Source: an optimization exercise on an open RTL-to-GDS flow (aim: small area). Production flows keep margins and buffers that such runs may drop.
Only simulation tests tie the RTL to the original design; equivalence was not proved.
No activity file was given, so power comes from the tool's default toggle rates.

==> trial 52 <==
==> flow/design.v (excerpt) <==
module stepper_sequencer (
    input  wire        clk,
    input  wire        rst,           
    input  wire        cmd_valid,
    output wire        cmd_ready,
    input  wire [47:0] cmd,
    output wire        rsp_valid,
    output wire [39:0] rsp,
    output reg         ser_latch,
    output reg         ser_data,
    output reg         ser_clk,
    output wire [7:0]  duty_a1,
    output wire [7:0]  duty_b1,
    output wire [7:0]  duty_a2,
    output wire [7:0]  duty_b2,
    output wire        delay_req,
    output wire [31:0] delay_ms,
    input  wire        delay_ack
);
export LEC_CHECK = 0
export ABC_AREA = 1
export CAP_MARGIN = 20
export CORE_MARGIN = 2
export CORE_UTILIZATION = 65
export PLACE_DENSITY = 0.75
export SLEW_MARGIN = 20
create_clock -name core_clock -period 22.0 [get_ports {clk}]
standard.sh (not shown) runs the stock make flow with config.mk's settings and CLKGATE_MAP_FILE= SYNTH_SCRIPT=/design/flow/synth_recipe.tcl, a recipe that flattens the netlist after the stock synthesis.
==> flow/flow/run.sh <==
#!/bin/bash
# Own layout flow: the standard ORFS flow, with
#  - port buffers of the smallest buffer cell (every port still gets its buffer),
#  - one tie cell per constant instead of one per constant load,
#  - a clock tree without dummy loads, built from clkbuf_8 clusters of at most 14 sinks.
# The full make output goes to run_make.log in the work folder; ORFS's own
# per-step logs stay under orfs/logs.
set -euo pipefail
CTS="-sink_clustering_enable -repair_clock_nets -dont_use_dummy_load -buf_list sky130_fd_sc_hd__clkbuf_8 -sink_clustering_size 14 -sink_clustering_max_diameter 60"
bash standard.sh \
  "BUFFER_PORTS_ARGS=-buffer_cell sky130_fd_sc_hd__buf_1" \
  "CTS_ARGS=$CTS" \
  SKIP_REPAIR_TIE_FANOUT=1 \
  finish > run_make.log 2>&1
==> trial 21: changes against trial 52 <==
--- a/flow/design.v
+++ b/flow/design.v
@@ -12,36 +12,33 @@
     output wire [7:0]  duty_a1,
     output wire [7:0]  duty_b1,
     output wire [7:0]  duty_a2,
     output wire [7:0]  duty_b2,
     output wire        delay_req,
     output wire [31:0] delay_ms,
     input  wire        delay_ack
 );
-    localparam [3:0] S_IDLE = 4'd0;
-    localparam [3:0] S_DIV  = 4'd1;    
-    localparam [3:0] S_LOAD = 4'd2;    
-    localparam [3:0] S_LOOP = 4'd3;
-    localparam [3:0] S_TX   = 4'd5;
-    localparam [3:0] S_PWA  = 4'd6;
-    localparam [3:0] S_PWB  = 4'd7;
-    localparam [3:0] S_P1   = 4'd8;    
-    localparam [3:0] S_P3   = 4'd9;    
-    localparam [3:0] S_RESP = 4'd10;
-    localparam [3:0] S_LCOR = 4'd11;   
+    localparam [2:0] S_IDLE = 3'd0;
+    localparam [2:0] S_DIV  = 3'd1;    
+    localparam [2:0] S_LOAD = 3'd2;    
+    localparam [2:0] S_LOOP = 3'd3;    
+    localparam [2:0] S_TX   = 3'd4;    
+    localparam [2:0] S_RESP = 3'd5;
+    localparam [2:0] S_P1   = 3'd6;    
+    localparam [2:0] S_P3   = 3'd7;    
     localparam [2:0] O_NEW  = 3'd1;
     localparam [2:0] O_SET  = 3'd2;
     localparam [2:0] O_ONE  = 3'd3;
     localparam [2:0] O_STEP = 3'd4;
     localparam [2:0] O_REL  = 3'd5;
     localparam [2:0] O_LW   = 3'd6;
     localparam [25:0] SIXTY_MILLION = 26'd60000000;
     localparam [10:0] THOUSAND      = 11'd1000;
-    reg [3:0]  st;
+    reg [2:0]  st;
     reg [2:0]  op;
     reg [2:0]  rc;       
     reg        ps;       
     reg        dirb;     
     reg [1:0]  sty;      
     reg [31:0] imm;
     reg [3:0]  mcnt;     
     reg [4:0]  cnt;      
@@ -101,27 +98,27 @@
         else                                   c_rc = 3'd0;
     end
     wire [5:0] curpos = ps ? pos1 : pos0;
     wire       remtap = ps ? rem1[0] : rem0[0];
     wire       micro  = (sty == 2'd0);
     wire       new_op = (op == O_NEW);
     wire s_div  = (st == S_DIV);
     wire s_load = (st == S_LOAD);
-    wire s_cor  = (st == S_LCOR);
-    wire m1k    = s_load | s_cor;                     
-    wire act    = run | (ph == 5'd25) | s_cor;        
     wire first  = (cnt == 5'd0);
+    wire c_le10 = ~cnt[4] & (~cnt[3] | (~cnt[2] & ~(cnt[1] & cnt[0])));    
+    wire s_cor  = (st == S_LOOP) & run & c_le10;      
+    wire m1k    = s_load | s_cor;                     
+    wire act    = run | (ph == 5'd25);                
     wire a_end  = (cnt == 5'd10);                     
     wire p_end  = (cnt == 5'd26);                     
     wire sqtap  = ps ? sq1[0] : sq0[0];
     wire ustap  = ps ? us1[0] : us0[0];
     wire k60    = SIXTY_MILLION[ph];
     wire dbit   = s_load ? ustap : (new_op ? k60 : sqtap);
-    wire c_le10 = ~cnt[4] & (~cnt[3] | (~cnt[2] & ~(cnt[1] & cnt[0])));    
     wire c_le9  = c_le10 & ~(cnt[3] & cnt[1]);                              
     wire radd   = (st == S_TX) & (op == O_STEP) & c_le10;
     wire rsub   = (st == S_LOOP) & ovr & c_le10;
     wire remop  = radd | rsub;
     wire kbit   = THOUSAND[cnt[3:0]];
     wire ring0  = m1k ? sc[16] : sc[0];               
     wire a_bit  = remop ? (remtap & c_le9) : s_cor ? sc[16] : (first ? dbit : (prev & ~fp));
     wire dv_bit = m1k ? kbit : imm[0];
@@ -199,47 +196,50 @@
                 5'd27: curve2 = 8'd120;
                 5'd28: curve2 = 8'd98;
                 5'd29: curve2 = 8'd74;
                 5'd30: curve2 = 8'd50;
                 default: curve2 = 8'd25;
             endcase
         end
     endfunction
-    wire       flip = curpos[4] ^ (st == S_PWA);
+    wire       pwa  = (st == S_TX) & (cnt == 5'd27);
+    wire       pwb  = (st == S_TX) & (cnt == 5'd28);
+    wire       flip = curpos[4] ^ pwa;
     wire [7:0] dval = (rst || op == O_REL) ? 8'd0 : curve2({flip, curpos[3:0]});
     wire ovr_c  = ~first & ovr;
     wire ovr_n  = kbit ? (s_bit & ovr_c) : (s_bit | ovr_c);
     wire mz     = (mcnt == 4'd0);
     wire i_dec  = ~micro | mz;           
     wire b_cur  = first ? i_dec : bw;
     wire n_zero = b_cur & ~imm[0];       
     wire main_more = ~mdone & ~n_zero;
     wire home   = (curpos == 6'd0) || (curpos == 6'd16);
     reg [1:0] tx_act;    
     reg       tx_val;
     always @(*) begin
-        tx_act = 2'd1;
+        tx_act = 2'd3;
         tx_val = 1'b0;
         case (cnt)
             5'd0:  begin tx_act = 2'd0; tx_val = 1'b0; end
             5'd1:  begin tx_act = 2'd1; tx_val = 1'b0; end
             5'd26: begin tx_act = 2'd0; tx_val = 1'b1; end
             5'd2, 5'd5, 5'd8, 5'd11, 5'd14, 5'd17, 5'd20, 5'd23:
                    begin tx_act = 2'd2; tx_val = 1'b0; end
             5'd4, 5'd7, 5'd10, 5'd13, 5'd16, 5'd19, 5'd22, 5'd25:
                    begin tx_act = 2'd2; tx_val = 1'b1; end
             5'd3:  begin tx_act = 2'd1; tx_val = lw[7]; end
             5'd6:  begin tx_act = 2'd1; tx_val = lw[6]; end
             5'd9:  begin tx_act = 2'd1; tx_val = lw[5]; end
             5'd12: begin tx_act = 2'd1; tx_val = lw[4]; end
             5'd15: begin tx_act = 2'd1; tx_val = lw[3]; end
             5'd18: begin tx_act = 2'd1; tx_val = lw[2]; end
             5'd21: begin tx_act = 2'd1; tx_val = lw[1]; end
-            default: begin tx_act = 2'd1; tx_val = lw[0]; end
+            5'd24: begin tx_act = 2'd1; tx_val = lw[0]; end
+            default: begin tx_act = 2'd3; tx_val = 1'b0; end
         endcase
     end
     assign cmd_ready = (st == S_IDLE);
     assign rsp_valid = (st == S_RESP);
     assign delay_req = (st == S_P1) || (st == S_P3);
     wire [15:0] ms = {sc[0], sc[1], sc[2], sc[3], sc[4], sc[5], sc[6], sc[7],
                       sc[8], sc[9], sc[10], sc[11], sc[12], sc[13], sc[14], sc[15]};
     assign delay_ms  = (st == S_P3) ? 32'd1 : {16'd0, ms};
@@ -261,42 +261,42 @@
                         st <= S_RESP;
                     else case (c_op)
                         4'd1, 4'd2: st <= S_DIV;
                         4'd4:       st <= S_LOAD;
                         default:    st <= S_TX;
                     endcase
                 end
                 S_DIV: if (p_end && ph == 5'd0) st <= S_RESP;
-                S_LOAD: if (p_end && ph == ld_k) st <= S_LCOR;
-                S_LCOR: if (a_end) st <= S_LOOP;
+                S_LOAD: if (p_end && ph == ld_k) st <= S_LOOP;
                 S_LOOP: if (cnt == 5'd31) begin
                     if (main_more || (micro && !home)) st <= S_TX;
                     else st <= S_RESP;
                 end
-                S_TX:   if (cnt == 5'd26) st <= (op == O_LW) ? S_RESP : S_PWA;
-                S_PWA:  st <= S_PWB;
-                S_PWB:  st <= (op == O_STEP) ? S_P1 : S_RESP;
+                S_TX: begin
+                    if (cnt == 5'd26 && op == O_LW) st <= S_RESP;
+                    if (cnt == 5'd28) st <= (op == O_STEP) ? S_P1 : S_RESP;
+                end
                 S_P1: if (delay_ack) st <= ovr ? S_P3 : S_LOOP;
                 S_P3: if (delay_ack) st <= S_LOOP;
                 default: st <= S_IDLE;    
             endcase
         end
     end
     wire s_tx = (st == S_TX);
     wire pv   = ~rst & tx_val;
     always @(posedge clk) begin
         if (rst | (s_tx & first)) lw <= (lw & ~l_m) | (l_v & l_m);
         if (rst | (s_tx & (tx_act == 2'd0))) ser_latch <= pv;
         if (rst | (s_tx & (tx_act == 2'd1))) ser_data  <= pv;
         if (rst | (s_tx & (tx_act == 2'd2))) ser_clk   <= pv;
-        if (rst | ((st == S_PWA) & ~ps)) da1 <= dval;
-        if (rst | ((st == S_PWA) &  ps)) da2 <= dval;
-        if (rst | ((st == S_PWB) & ~ps)) db1 <= dval;
-        if (rst | ((st == S_PWB) &  ps)) db2 <= dval;
+        if (rst | (pwa & ~ps)) da1 <= dval;
+        if (rst | (pwa &  ps)) da2 <= dval;
+        if (rst | (pwb & ~ps)) db1 <= dval;
+        if (rst | (pwb &  ps)) db2 <= dval;
         if (rst | (s_div & new_op & ~ps)) valid0 <= ~rst;
         if (rst | (s_div & new_op &  ps)) valid1 <= ~rst;
     end
     wire acc_ok = (st == S_IDLE) && cmd_valid && (c_rc == 3'd0);
     wire sq_w   = s_div & new_op & p_end;
     wire us_w   = s_div & (new_op | p_end);
     wire rem_en = s_div | (remop & c_le9);
     wire rem_in = ~s_div & s_bit;
@@ -311,28 +311,28 @@
     always @(posedge clk) begin
         ph  <= (rst | (ph == 5'd0)) ? 5'd25 : ph - 5'd1;
         sq0 <= {(sq_w & ~ps) ? q_bit : sq0[0], sq0[25:1]};
         sq1 <= {(sq_w &  ps) ? q_bit : sq1[0], sq1[25:1]};
         us0 <= {(us_w & ~ps) ? us_bit : us0[0], us0[25:1]};
         us1 <= {(us_w &  ps) ? us_bit : us1[0], us1[25:1]};
     end
     always @(posedge clk) begin
-        if ((s_div | s_load | s_cor) ? (act & ~p_end & ~(s_cor & a_end))
-                                     : (st == S_TX || st == S_LOOP))
+        if ((s_div | s_load) ? (act & ~p_end) : (st == S_TX || st == S_LOOP))
             cnt <= cnt + 5'd1;
         else
             cnt <= 5'd0;
         if (st == S_IDLE) begin
             run <= 1'b0;
             fp  <= 1'b1;
         end else if (s_div | s_load) begin
             if (ph == 5'd25) run <= 1'b1;
             if (p_end) fp <= 1'b0;
-        end
+        end else if ((st == S_LOOP) & a_end)
+            run <= 1'b0;
         prev <= ring0;
         cy   <= c_out;
         if ((s_div & p_end) | (s_load & a_end))
             sub <= ~s_bit;
         else if (st == S_IDLE)
             sub <= 1'b1;
         if (sc_hi_en) sc[26:16] <= {radd ? sc[16] : s_bit, sc[26:17]};
         if (st == S_IDLE)
==> flow/flow/run.sh (replaced) <==
#!/bin/bash
# Own layout flow: the standard ORFS flow, with
#  - port buffers of the smallest buffer cell (every port still gets its buffer),
#  - one tie cell per constant instead of one per constant load,
#  - synthesis buffers removed at floorplan (repair_design re-buffers as needed),
#  - a clock tree without dummy loads, built from clkbuf_8 clusters of at most 14 sinks.
# The full make output goes to run_make.log in the work folder; ORFS's own
# per-step logs stay under orfs/logs.
set -euo pipefail
CTS="-sink_clustering_enable -repair_clock_nets -dont_use_dummy_load -buf_list sky130_fd_sc_hd__clkbuf_8 -sink_clustering_size 14 -sink_clustering_max_diameter 60"
bash standard.sh \
  "BUFFER_PORTS_ARGS=-buffer_cell sky130_fd_sc_hd__buf_1" \
  "CTS_ARGS=$CTS" \
  SKIP_REPAIR_TIE_FANOUT=1 \
  REMOVE_ABC_BUFFERS=1 \
  finish > run_make.log 2>&1
- GPL_ROUTABILITY_DRIVEN: not set -> 0
- GPL_TIMING_DRIVEN: not set -> 0
==> build 13: changes against trial 52 <==
--- a/flow/design.v
+++ b/flow/design.v
@@ -12,36 +12,33 @@
     output wire [7:0]  duty_a1,
     output wire [7:0]  duty_b1,
     output wire [7:0]  duty_a2,
     output wire [7:0]  duty_b2,
     output wire        delay_req,
     output wire [31:0] delay_ms,
     input  wire        delay_ack
 );
-    localparam [3:0] S_IDLE = 4'd0;
-    localparam [3:0] S_DIV  = 4'd1;    
-    localparam [3:0] S_LOAD = 4'd2;    
-    localparam [3:0] S_LOOP = 4'd3;
-    localparam [3:0] S_TX   = 4'd5;
-    localparam [3:0] S_PWA  = 4'd6;
-    localparam [3:0] S_PWB  = 4'd7;
-    localparam [3:0] S_P1   = 4'd8;    
-    localparam [3:0] S_P3   = 4'd9;    
-    localparam [3:0] S_RESP = 4'd10;
-    localparam [3:0] S_LCOR = 4'd11;   
+    localparam [2:0] S_IDLE = 3'd0;
+    localparam [2:0] S_DIV  = 3'd1;    
+    localparam [2:0] S_LOAD = 3'd2;    
+    localparam [2:0] S_LOOP = 3'd3;    
+    localparam [2:0] S_TX   = 3'd4;    
+    localparam [2:0] S_RESP = 3'd5;
+    localparam [2:0] S_P1   = 3'd6;    
+    localparam [2:0] S_P3   = 3'd7;    
     localparam [2:0] O_NEW  = 3'd1;
     localparam [2:0] O_SET  = 3'd2;
     localparam [2:0] O_ONE  = 3'd3;
     localparam [2:0] O_STEP = 3'd4;
     localparam [2:0] O_REL  = 3'd5;
     localparam [2:0] O_LW   = 3'd6;
     localparam [25:0] SIXTY_MILLION = 26'd60000000;
     localparam [10:0] THOUSAND      = 11'd1000;
-    reg [3:0]  st;
+    reg [2:0]  st;
     reg [2:0]  op;
     reg [2:0]  rc;       
     reg        ps;       
     reg        dirb;     
     reg [1:0]  sty;      
     reg [31:0] imm;
     reg [3:0]  mcnt;     
     reg [4:0]  cnt;      
@@ -49,17 +46,18 @@
     reg        run;      
     reg        fp;       
     reg [26:0] sc;       
     reg        prev;     
     reg        cy;       
     reg        sub;      
     reg        bw;       
     reg        mdone;    
-    reg [7:0]  lw;       
+    reg        lw0, lw1, lw2, lw3, lw4, lw5, lw6, lw7;
+    wire [7:0] lw = {lw7, lw6, lw5, lw4, lw3, lw2, lw1, lw0};
     reg        valid0, valid1;
     reg        nz0, nz1;
     reg [25:0] sq0, sq1;
     reg [25:0] us0, us1;
     reg [9:0]  rem0, rem1;
     reg        ovr;      
     reg [5:0]  pos0, pos1;
     reg [7:0]  da1, db1, da2, db2;
@@ -101,27 +99,27 @@
         else                                   c_rc = 3'd0;
     end
     wire [5:0] curpos = ps ? pos1 : pos0;
     wire       remtap = ps ? rem1[0] : rem0[0];
     wire       micro  = (sty == 2'd0);
     wire       new_op = (op == O_NEW);
     wire s_div  = (st == S_DIV);
     wire s_load = (st == S_LOAD);
-    wire s_cor  = (st == S_LCOR);
-    wire m1k    = s_load | s_cor;                     
-    wire act    = run | (ph == 5'd25) | s_cor;        
     wire first  = (cnt == 5'd0);
+    wire c_le10 = ~cnt[4] & (~cnt[3] | (~cnt[2] & ~(cnt[1] & cnt[0])));    
+    wire s_cor  = (st == S_LOOP) & run & c_le10;      
+    wire m1k    = s_load | s_cor;                     
+    wire act    = run | (ph == 5'd25);                
     wire a_end  = (cnt == 5'd10);                     
     wire p_end  = (cnt == 5'd26);                     
     wire sqtap  = ps ? sq1[0] : sq0[0];
     wire ustap  = ps ? us1[0] : us0[0];
     wire k60    = SIXTY_MILLION[ph];
     wire dbit   = s_load ? ustap : (new_op ? k60 : sqtap);
-    wire c_le10 = ~cnt[4] & (~cnt[3] | (~cnt[2] & ~(cnt[1] & cnt[0])));    
     wire c_le9  = c_le10 & ~(cnt[3] & cnt[1]);                              
     wire radd   = (st == S_TX) & (op == O_STEP) & c_le10;
     wire rsub   = (st == S_LOOP) & ovr & c_le10;
     wire remop  = radd | rsub;
     wire kbit   = THOUSAND[cnt[3:0]];
     wire ring0  = m1k ? sc[16] : sc[0];               
     wire a_bit  = remop ? (remtap & c_le9) : s_cor ? sc[16] : (first ? dbit : (prev & ~fp));
     wire dv_bit = m1k ? kbit : imm[0];
@@ -199,47 +197,50 @@
                 5'd27: curve2 = 8'd120;
                 5'd28: curve2 = 8'd98;
                 5'd29: curve2 = 8'd74;
                 5'd30: curve2 = 8'd50;
                 default: curve2 = 8'd25;
             endcase
         end
     endfunction
-    wire       flip = curpos[4] ^ (st == S_PWA);
+    wire       pwa  = (st == S_TX) & (cnt == 5'd27);
+    wire       pwb  = (st == S_TX) & (cnt == 5'd28);
+    wire       flip = curpos[4] ^ pwa;
     wire [7:0] dval = (rst || op == O_REL) ? 8'd0 : curve2({flip, curpos[3:0]});
     wire ovr_c  = ~first & ovr;
     wire ovr_n  = kbit ? (s_bit & ovr_c) : (s_bit | ovr_c);
     wire mz     = (mcnt == 4'd0);
     wire i_dec  = ~micro | mz;           
     wire b_cur  = first ? i_dec : bw;
     wire n_zero = b_cur & ~imm[0];       
     wire main_more = ~mdone & ~n_zero;
     wire home   = (curpos == 6'd0) || (curpos == 6'd16);
     reg [1:0] tx_act;    
     reg       tx_val;
     always @(*) begin
-        tx_act = 2'd1;
+        tx_act = 2'd3;
         tx_val = 1'b0;
         case (cnt)
             5'd0:  begin tx_act = 2'd0; tx_val = 1'b0; end
             5'd1:  begin tx_act = 2'd1; tx_val = 1'b0; end
             5'd26: begin tx_act = 2'd0; tx_val = 1'b1; end
             5'd2, 5'd5, 5'd8, 5'd11, 5'd14, 5'd17, 5'd20, 5'd23:
                    begin tx_act = 2'd2; tx_val = 1'b0; end
             5'd4, 5'd7, 5'd10, 5'd13, 5'd16, 5'd19, 5'd22, 5'd25:
                    begin tx_act = 2'd2; tx_val = 1'b1; end
             5'd3:  begin tx_act = 2'd1; tx_val = lw[7]; end
             5'd6:  begin tx_act = 2'd1; tx_val = lw[6]; end
             5'd9:  begin tx_act = 2'd1; tx_val = lw[5]; end
             5'd12: begin tx_act = 2'd1; tx_val = lw[4]; end
             5'd15: begin tx_act = 2'd1; tx_val = lw[3]; end
             5'd18: begin tx_act = 2'd1; tx_val = lw[2]; end
             5'd21: begin tx_act = 2'd1; tx_val = lw[1]; end
-            default: begin tx_act = 2'd1; tx_val = lw[0]; end
+            5'd24: begin tx_act = 2'd1; tx_val = lw[0]; end
+            default: begin tx_act = 2'd3; tx_val = 1'b0; end
         endcase
     end
     assign cmd_ready = (st == S_IDLE);
     assign rsp_valid = (st == S_RESP);
     assign delay_req = (st == S_P1) || (st == S_P3);
     wire [15:0] ms = {sc[0], sc[1], sc[2], sc[3], sc[4], sc[5], sc[6], sc[7],
                       sc[8], sc[9], sc[10], sc[11], sc[12], sc[13], sc[14], sc[15]};
     assign delay_ms  = (st == S_P3) ? 32'd1 : {16'd0, ms};
@@ -261,42 +262,50 @@
                         st <= S_RESP;
                     else case (c_op)
                         4'd1, 4'd2: st <= S_DIV;
                         4'd4:       st <= S_LOAD;
                         default:    st <= S_TX;
                     endcase
                 end
                 S_DIV: if (p_end && ph == 5'd0) st <= S_RESP;
-                S_LOAD: if (p_end && ph == ld_k) st <= S_LCOR;
-                S_LCOR: if (a_end) st <= S_LOOP;
+                S_LOAD: if (p_end && ph == ld_k) st <= S_LOOP;
                 S_LOOP: if (cnt == 5'd31) begin
                     if (main_more || (micro && !home)) st <= S_TX;
                     else st <= S_RESP;
                 end
-                S_TX:   if (cnt == 5'd26) st <= (op == O_LW) ? S_RESP : S_PWA;
-                S_PWA:  st <= S_PWB;
-                S_PWB:  st <= (op == O_STEP) ? S_P1 : S_RESP;
+                S_TX: begin
+                    if (cnt == 5'd26 && op == O_LW) st <= S_RESP;
+                    if (cnt == 5'd28) st <= (op == O_STEP) ? S_P1 : S_RESP;
+                end
                 S_P1: if (delay_ack) st <= ovr ? S_P3 : S_LOOP;
                 S_P3: if (delay_ack) st <= S_LOOP;
                 default: st <= S_IDLE;    
             endcase
         end
     end
-    wire s_tx = (st == S_TX);
+    wire s_tx  = (st == S_TX);
+    wire lw_en = rst | (s_tx & first);
     wire pv   = ~rst & tx_val;
     always @(posedge clk) begin
-        if (rst | (s_tx & first)) lw <= (lw & ~l_m) | (l_v & l_m);
+        if (lw_en & l_m[0]) lw0 <= l_v[0];
+        if (lw_en & l_m[1]) lw1 <= l_v[1];
+        if (lw_en & l_m[2]) lw2 <= l_v[2];
+        if (lw_en & l_m[3]) lw3 <= l_v[3];
+        if (lw_en & l_m[4]) lw4 <= l_v[4];
+        if (lw_en & l_m[5]) lw5 <= l_v[5];
+        if (lw_en & l_m[6]) lw6 <= l_v[6];
+        if (lw_en & l_m[7]) lw7 <= l_v[7];
         if (rst | (s_tx & (tx_act == 2'd0))) ser_latch <= pv;
         if (rst | (s_tx & (tx_act == 2'd1))) ser_data  <= pv;
         if (rst | (s_tx & (tx_act == 2'd2))) ser_clk   <= pv;
-        if (rst | ((st == S_PWA) & ~ps)) da1 <= dval;
-        if (rst | ((st == S_PWA) &  ps)) da2 <= dval;
-        if (rst | ((st == S_PWB) & ~ps)) db1 <= dval;
-        if (rst | ((st == S_PWB) &  ps)) db2 <= dval;
+        if (rst | (pwa & ~ps)) da1 <= dval;
+        if (rst | (pwa &  ps)) da2 <= dval;
+        if (rst | (pwb & ~ps)) db1 <= dval;
+        if (rst | (pwb &  ps)) db2 <= dval;
         if (rst | (s_div & new_op & ~ps)) valid0 <= ~rst;
         if (rst | (s_div & new_op &  ps)) valid1 <= ~rst;
     end
     wire acc_ok = (st == S_IDLE) && cmd_valid && (c_rc == 3'd0);
     wire sq_w   = s_div & new_op & p_end;
     wire us_w   = s_div & (new_op | p_end);
     wire rem_en = s_div | (remop & c_le9);
     wire rem_in = ~s_div & s_bit;
@@ -311,28 +320,28 @@
     always @(posedge clk) begin
         ph  <= (rst | (ph == 5'd0)) ? 5'd25 : ph - 5'd1;
         sq0 <= {(sq_w & ~ps) ? q_bit : sq0[0], sq0[25:1]};
         sq1 <= {(sq_w &  ps) ? q_bit : sq1[0], sq1[25:1]};
         us0 <= {(us_w & ~ps) ? us_bit : us0[0], us0[25:1]};
         us1 <= {(us_w &  ps) ? us_bit : us1[0], us1[25:1]};
     end
     always @(posedge clk) begin
-        if ((s_div | s_load | s_cor) ? (act & ~p_end & ~(s_cor & a_end))
-                                     : (st == S_TX || st == S_LOOP))
+        if ((s_div | s_load) ? (act & ~p_end) : (st == S_TX || st == S_LOOP))
             cnt <= cnt + 5'd1;
         else
             cnt <= 5'd0;
         if (st == S_IDLE) begin
             run <= 1'b0;
             fp  <= 1'b1;
         end else if (s_div | s_load) begin
             if (ph == 5'd25) run <= 1'b1;
             if (p_end) fp <= 1'b0;
-        end
+        end else if ((st == S_LOOP) & a_end)
+            run <= 1'b0;
         prev <= ring0;
         cy   <= c_out;
         if ((s_div & p_end) | (s_load & a_end))
             sub <= ~s_bit;
         else if (st == S_IDLE)
             sub <= 1'b1;
         if (sc_hi_en) sc[26:16] <= {radd ? sc[16] : s_bit, sc[26:17]};
         if (st == S_IDLE)
==> flow/flow/run.sh (replaced) <==
#!/bin/bash
# Own layout flow: the standard ORFS flow, with
#  - synthesis by the standard flow's own script (synth_recipe.tcl, unchanged), except that
#    ABC maps the logic with an area-oriented script (flow/area.abc); ABC runs
#    after the flip-flops are mapped, so the registers are those of the
#    standard synthesis; the adder cells are left to ABC too (no ADDER_MAP_FILE),
#  - port buffers of the smallest buffer cell (every port still gets its buffer),
#  - one tie cell per constant instead of one per constant load,
#  - a clock tree without dummy loads, built from clkbuf_8 clusters of at most 14 sinks.
# The full make output goes to run_make.log in the work folder; ORFS's own
# per-step logs stay under orfs/logs.
set -euo pipefail
W=$(pwd)
{
  cat <<EOF
proc abc {args} {
  set i [lsearch -exact \$args -script]
  if { \$i >= 0 } { lset args [expr {\$i + 1}] $W/flow/area.abc }
  yosys abc {*}\$args
}
EOF
  cat "$W/synth_recipe.tcl"
} > "$W/own_synth.tcl"
CTS="-sink_clustering_enable -repair_clock_nets -dont_use_dummy_load -buf_list sky130_fd_sc_hd__clkbuf_8 -sink_clustering_size 14 -sink_clustering_max_diameter 60"
bash standard.sh \
  "SYNTH_SCRIPT=$W/own_synth.tcl" \
  "BUFFER_PORTS_ARGS=-buffer_cell sky130_fd_sc_hd__buf_1" \
  "CTS_ARGS=$CTS" \
  SKIP_REPAIR_TIE_FANOUT=1 \
  ADDER_MAP_FILE= \
  finish > run_make.log 2>&1
==> flow/flow/area.abc (new file) <==
strash
dch -f
amap -m
topo
- ABC_AREA: 1 -> not set
==> run notes <==
* Status: timing/DRC/antenna clean
* Seq area share at 0.572
* Non-Clock Buffer Count at 124
* Die area at 0.0190 mm^2
* WL per Instance at 15.2 um
* Worst setup EP type: output port
That was trial 52.
==> run notes <==
* Commonest non-fill, non-tap cell in the layout: nand2_1
* WL per Instance at 15.3 um
* Worst setup EP type: output port
* CTS Sinks at 277
* Non-Clock Buffer Count at 118
* DR top layer: met4
* Die area at 0.0185 mm^2
* Seq area share at 0.589
* Status: timing/DRC/antenna clean
That was trial 21.
==> run notes <==
* WL per Instance at 16.6 um
* Worst setup EP type: flop
* IO Count at 162
* Hold Path End: sq0[22]
* Clock power frac at 0.172
* Largest Register: imm
* Status: timing/DRC/antenna clean
* Die area at 0.0171 mm^2
* Worst path cell trace: buf_1 -> or4_1 -> nor4_1 -> nand4_1 -> nor4_1 -> a311oi_1 -> o32ai_1 -> o31ai_1 -> nor3_1 -> clkinv_1 -> nor2_1 -> nor2_1 -> a2111oi_0 -> nor2_1 -> a21oi_1 -> nor2_1
* Seq area share at 0.628
That was build 13.

==> what the ideal ports hide <==
The results above use ideal ports. As a check the final layouts listed here were re-extracted and re-timed, cells and wires unchanged. Step 1 (the two cells are an assumption about what drives the block):
set clk [get_ports {clk}]
set_driving_cell -lib_cell sky130_fd_sc_hd__clkbuf_16 $clk
set_driving_cell -lib_cell sky130_fd_sc_hd__buf_2 [delete_from_list [all_inputs] $clk]
Step 2 times the ports against the registers' clock, not the clock port: input delays grow and output delays shrink by t, the midpoint of the rising clock arrivals with the driver on. Slacks: ideal ports / drivers / drivers and shift; pairs: ideal ports / drivers.
run	t (ns)	setup WS [ns]	worst setup path after step 2	pins driven straight from the clock port
trial 52	0.563	14.847 / 14.807 / 15.370	register to output	1
trial 21	0.546	14.495 / 14.457 / 15.004	register to output	1
build 13	0.562	14.671 / 14.688 / 14.126	input to register	1
After both steps every run listed still meets setup and hold. The setup slack of build 13, which loses most, moves by +0.017 ns with the drivers and by -0.545 ns with both steps.
